Source: an optimization exercise on an open RTL-to-GDS flow (aim: small area, a short achievable clock period and few clock cycles per item). Production flows keep margins and buffers that such runs may drop.
Only simulation tests tie the RTL to the original design; equivalence was not proved.

## wip/garnet
// sha512_core
module sha512_core (
    input  wire         clk,
    input  wire         rst,           
    input  wire         init,          
    input  wire         sel384,        
    input  wire         in_valid,
    input  wire [63:0]  in_data,
    output wire         in_ready,
    output wire         digest_valid,
    output wire [511:0] digest
);
    reg         started;      
    reg         var384;       
    reg         busy;         
    reg         rep;          
    reg         slow;         
    reg  [6:0]  j;            
    reg  [4:0]  k;            
    reg  [3:0]  ph;           
    reg         fin;          
    reg         rdy;          
    reg         dv;           
    reg         init_q;       
    reg         sel_q;        
    reg  [63:0] h0, h1, h2, h3, h4, h5, h6, h7;    
    reg  [63:0] a, b, c, d, e, f, g, h;            
    reg  [63:0] hkw;                               
    reg  [63:0] w [0:15];                          
    reg  [63:0] k_j;
    reg  [63:0] kreg;
    always @(*) begin
        case (j)
        7'd0: k_j = 64'h428a2f98d728ae22;
        7'd1: k_j = 64'h7137449123ef65cd;
        7'd2: k_j = 64'hb5c0fbcfec4d3b2f;
        7'd3: k_j = 64'he9b5dba58189dbbc;
        7'd4: k_j = 64'h3956c25bf348b538;
        7'd5: k_j = 64'h59f111f1b605d019;
        7'd6: k_j = 64'h923f82a4af194f9b;
        7'd7: k_j = 64'hab1c5ed5da6d8118;
        7'd8: k_j = 64'hd807aa98a3030242;
        7'd9: k_j = 64'h12835b0145706fbe;
        7'd10: k_j = 64'h243185be4ee4b28c;
        7'd11: k_j = 64'h550c7dc3d5ffb4e2;
        7'd12: k_j = 64'h72be5d74f27b896f;
        7'd13: k_j = 64'h80deb1fe3b1696b1;
        7'd14: k_j = 64'h9bdc06a725c71235;
  ...
Size in the first run: about 12,000 cells after synthesis, about 2,100 flip-flops, about 580 I/O pins.
Settings: LEC_CHECK=0, ABC_AREA=1, CAP_MARGIN=20, CORE_MARGIN=2, CORE_UTILIZATION=40, CTS_CLUSTER_DIAMETER=60, CTS_CLUSTER_SIZE=25, SLEW_MARGIN=20, SYNTH_MEMORY_MAX_BITS=16384; clock period 12.0 ns.
standard.sh (not shown) runs the stock make flow with config.mk's settings and CLKGATE_MAP_FILE= SYNTH_SCRIPT=/design/flow/synth_recipe.tcl, a recipe that flattens the netlist after the stock synthesis.
==> flow/flow/run.sh <==
#!/bin/bash
# The standard layout (the standard.sh), run with two settings of its own:
#  - timing repair aims for extra setup slack (SETUP_SLACK_MARGIN),
set -euo pipefail
bash standard.sh synth > synth_make.log 2>&1
export BUFFER_PORTS_ARGS="-buffer_cell sky130_fd_sc_hd__buf_1"
SETUP_SLACK_MARGIN=7.5 bash standard.sh finish > layout_make.log 2>&1
Testbench counts of wip/garnet, summed over its fixed seeds: cycles 90,678, blocks 1,110.
Edits applied to the flow inputs when going from wip/garnet to wip/maple:
- removing CTS_CLUSTER_DIAMETER (formerly 60)
- removing CTS_CLUSTER_SIZE (formerly 25)
- changing CORE_UTILIZATION from 40 to 55
==> flow/flow/run.sh <==
#!/bin/bash
set -euo pipefail
bash standard.sh synth > synth_make.log 2>&1
SETUP_SLACK_MARGIN=7.5 bash standard.sh finish > layout_make.log 2>&1
Findings:
- wip/maple: GRT-0116 in global routing (5_1_grt) -> run aborted
- Compared to wip/garnet, wip/maple has maximum clock insertion buffer count 1 lower.
- When the final numbers for wip/garnet and wip/maple were put side by side, the number of cells in the design after placement turned out to be greater in wip/garnet.
- Lower effective utilization at floorplan was reported by wip/garnet, not wip/maple.
- For the post-CTS setup buffer count, wip/maple came in 57% higher than wip/garnet did.
- Between wip/garnet and wip/maple, the quantity of gates resized following cts is lower for wip/garnet.
- Delta(worst slack at placement, wip/maple - wip/garnet) > 0
- wip/maple vs wip/garnet on height of the chip: wip/maple is the lower one.
- The higher post-DP HPWL of wip/garnet and wip/maple is in wip/maple.
Setup changes, wip/maple to wip/willow
- putting CTS_CLUSTER_DIAMETER at 60 where nothing was set
- putting PLACE_DENSITY at 0.68 where nothing was set
- putting CTS_CLUSTER_SIZE at 25 where nothing was set
- swapping 55 for 45 in CORE_UTILIZATION
==> flow/flow/run.sh <==
#!/bin/bash
# The standard layout (the standard.sh), run with two settings of its own:
#  - timing repair aims for extra setup slack (SETUP_SLACK_MARGIN),
set -euo pipefail
bash standard.sh synth > synth_make.log 2>&1
export BUFFER_PORTS_ARGS="-buffer_cell sky130_fd_sc_hd__buf_1"
SETUP_SLACK_MARGIN=7.5 bash standard.sh finish > layout_make.log 2>&1
Findings:
Diff wip/maple -> wip/willow: number of buffers inserted by post-CTS setup repair down 92, number of CTS-inserted buffers down about 25%, placement row count up 17, die width up 46 um, die boundary height up 46 um. On minimum setup slack after placement: wip/willow sits above wip/maple. Initial core utilization in wip/willow vs wip/maple: down 10 points. Summary of wip/willow over wip/maple: synthesized instance count about even, post-synthesis share of cell area spent on full adders, half adders and majority gates about even. For the last weighted congestion value of the routability-driven placer, wip/willow came in 2.0% lower than wip/maple did. wip/willow reached the end of the flow, and the finished layout is clean on the timing, design-rule and antenna checks.
Modified inputs, wip/ember compared to wip/willow
- CORE_UTILIZATION changed from 45 to 40
- PLACE_DENSITY removed (was 0.68)
==> flow/flow/run.sh <==
#!/bin/bash
set -euo pipefail
bash standard.sh synth > synth_make.log 2>&1
SETUP_SLACK_MARGIN=7.5 bash standard.sh finish > layout_make.log 2>&1
## What came out
wip/ember finished all stages; the layout is clean. When wip/ember is set beside wip/willow, its sequential share of cell area turns out to be 2.1 points smaller. Diff wip/willow -> wip/ember: clock-buffer cell count rose 21; latest clock arrival within the worst-skew pair picked up an extra 0.06 ns; non-filler instance count after layout rose by about 4.4%. Compared to wip/willow, wip/ember shows a narrower setup margin.

Another version of the RTL of sha512_core (not shown whole).
Size in the first run: about 9400 cells after synthesis, roughly 2100 flip-flops.
==> flow/design.v (excerpt) <==
module sha512_core (
    input  wire         clk,
    input  wire         rst,           
    input  wire         init,          
    input  wire         sel384,        
    input  wire         in_valid,
    input  wire [63:0]  in_data,
    output wire         in_ready,
    output wire         digest_valid,
    output wire [511:0] digest
);
export LEC_CHECK = 0
export CAP_MARGIN = 20
export CORE_MARGIN = 2
export CORE_UTILIZATION = 40
export SLEW_MARGIN = 20
export SYNTH_MEMORY_MAX_BITS = 16384
create_clock -name core_clock -period 12.0 [get_ports {clk}]
run.sh (not shown) runs the stock make flow with config.mk's settings and CLKGATE_MAP_FILE= SYNTH_SCRIPT=/design/flow/synth_recipe.tcl, a recipe that flattens the netlist after the stock synthesis.
Stock flow here: none of the scripts above is used.
Testbench counts at the start, summed over its fixed seeds: cycles 90,678, blocks 1,110.
Rerun with:
Settings changed: SETUP_SLACK_MARGIN set to 5.
Effect: Core utilization hardly moves; via count increases by 0.36%; worst setup slack is better by 1300 ps; routed wire length hardly moves.

sha512_core, a different RTL version from the one above (not shown whole).
Size in the first run: roughly 12000 cells after synthesis, roughly 580 I/O pins.
Settings: LEC_CHECK=0, ABC_AREA=1, CAP_MARGIN=20, CORE_MARGIN=2, CORE_UTILIZATION=40, CTS_CLUSTER_DIAMETER=60, CTS_CLUSTER_SIZE=25, SLEW_MARGIN=20, SYNTH_MEMORY_MAX_BITS=16384; clock period 12.0 ns.
standard.sh (not shown) runs the stock make flow with config.mk's settings and CLKGATE_MAP_FILE= SYNTH_SCRIPT=/design/flow/synth_recipe.tcl, a recipe that flattens the netlist after the stock synthesis.
==> flow/flow/run.sh <==
#!/bin/bash
# The standard layout (the standard.sh), run with two settings of its own:
#  - timing repair aims for extra setup slack (SETUP_SLACK_MARGIN),
set -euo pipefail
bash standard.sh synth > synth_make.log 2>&1
export BUFFER_PORTS_ARGS="-buffer_cell sky130_fd_sc_hd__buf_1"
SETUP_SLACK_MARGIN=7.5 bash standard.sh finish > layout_make.log 2>&1
The starting point finished with timing, DRC and antenna clean.
Testbench counts at the start, summed over its fixed seeds: cycles 90,678, blocks 1,110.
Edit:
CORE_UTILIZATION = 45   (was 40)
PLACE_DENSITY = 0.68   (was unset)
The new run finished with timing, DRC and antenna clean.
Clock-buffer cell count rises by 4.
Non-clock buffer count rises by 4.
Sequential share of layout area stays flat.
Routed wire length rises by 4.7%.
Die area falls by 11%.
Cell area is about the same.
Via count rises by 1.7%.

re-timing with driven ports:
In the flow no input, the clock included, has a driving cell. The finished layouts below were timed again as built, in two steps. Step 1 assumes that a clkbuf_16 drives the clock port and a buf_2 every other input. Step 2 also shifts input and output timing later by t, the mid clock arrival at the registers, as if the neighbouring blocks saw the same clock. a / b / c = no drivers / after step 1 / after step 2; a / b = the first two.
run	t (ns)	setup WS [ns]	worst setup path at the end	latest minus earliest clock arrival (ns)	worst register clock-pin slew, ns
wip/garnet	0.969	7.246 / 7.149 / 6.863	input to register	0.102 / 0.102	0.10 / 0.10
wip/willow	0.941	7.303 / 7.267 / 6.764	input to register	0.066 / 0.066	0.10 / 0.10
wip/ember	0.981	7.161 / 7.161 / 6.961	input to register	0.118 / 0.118	0.10 / 0.10
the first run of note 2	0.993	3.805 / 3.805 / 3.805	register to register	0.115 / 0.116	0.07 / 0.07
the second run of note 2	0.994	5.080 / 5.080 / 4.223	input to register	0.109 / 0.109	0.07 / 0.07
the first run of note 3	0.982	7.269 / 7.269 / 7.112	input to register	0.100 / 0.101	0.10 / 0.10
the second run of note 3	0.948	7.222 / 7.222 / 6.696	input to register	0.117 / 0.117	0.10 / 0.10
After both steps every run listed still meets setup and hold. The setup slack of the second run of note 2, which loses most, moves by 0.000 ns with the drivers and by -0.857 ns with both steps.
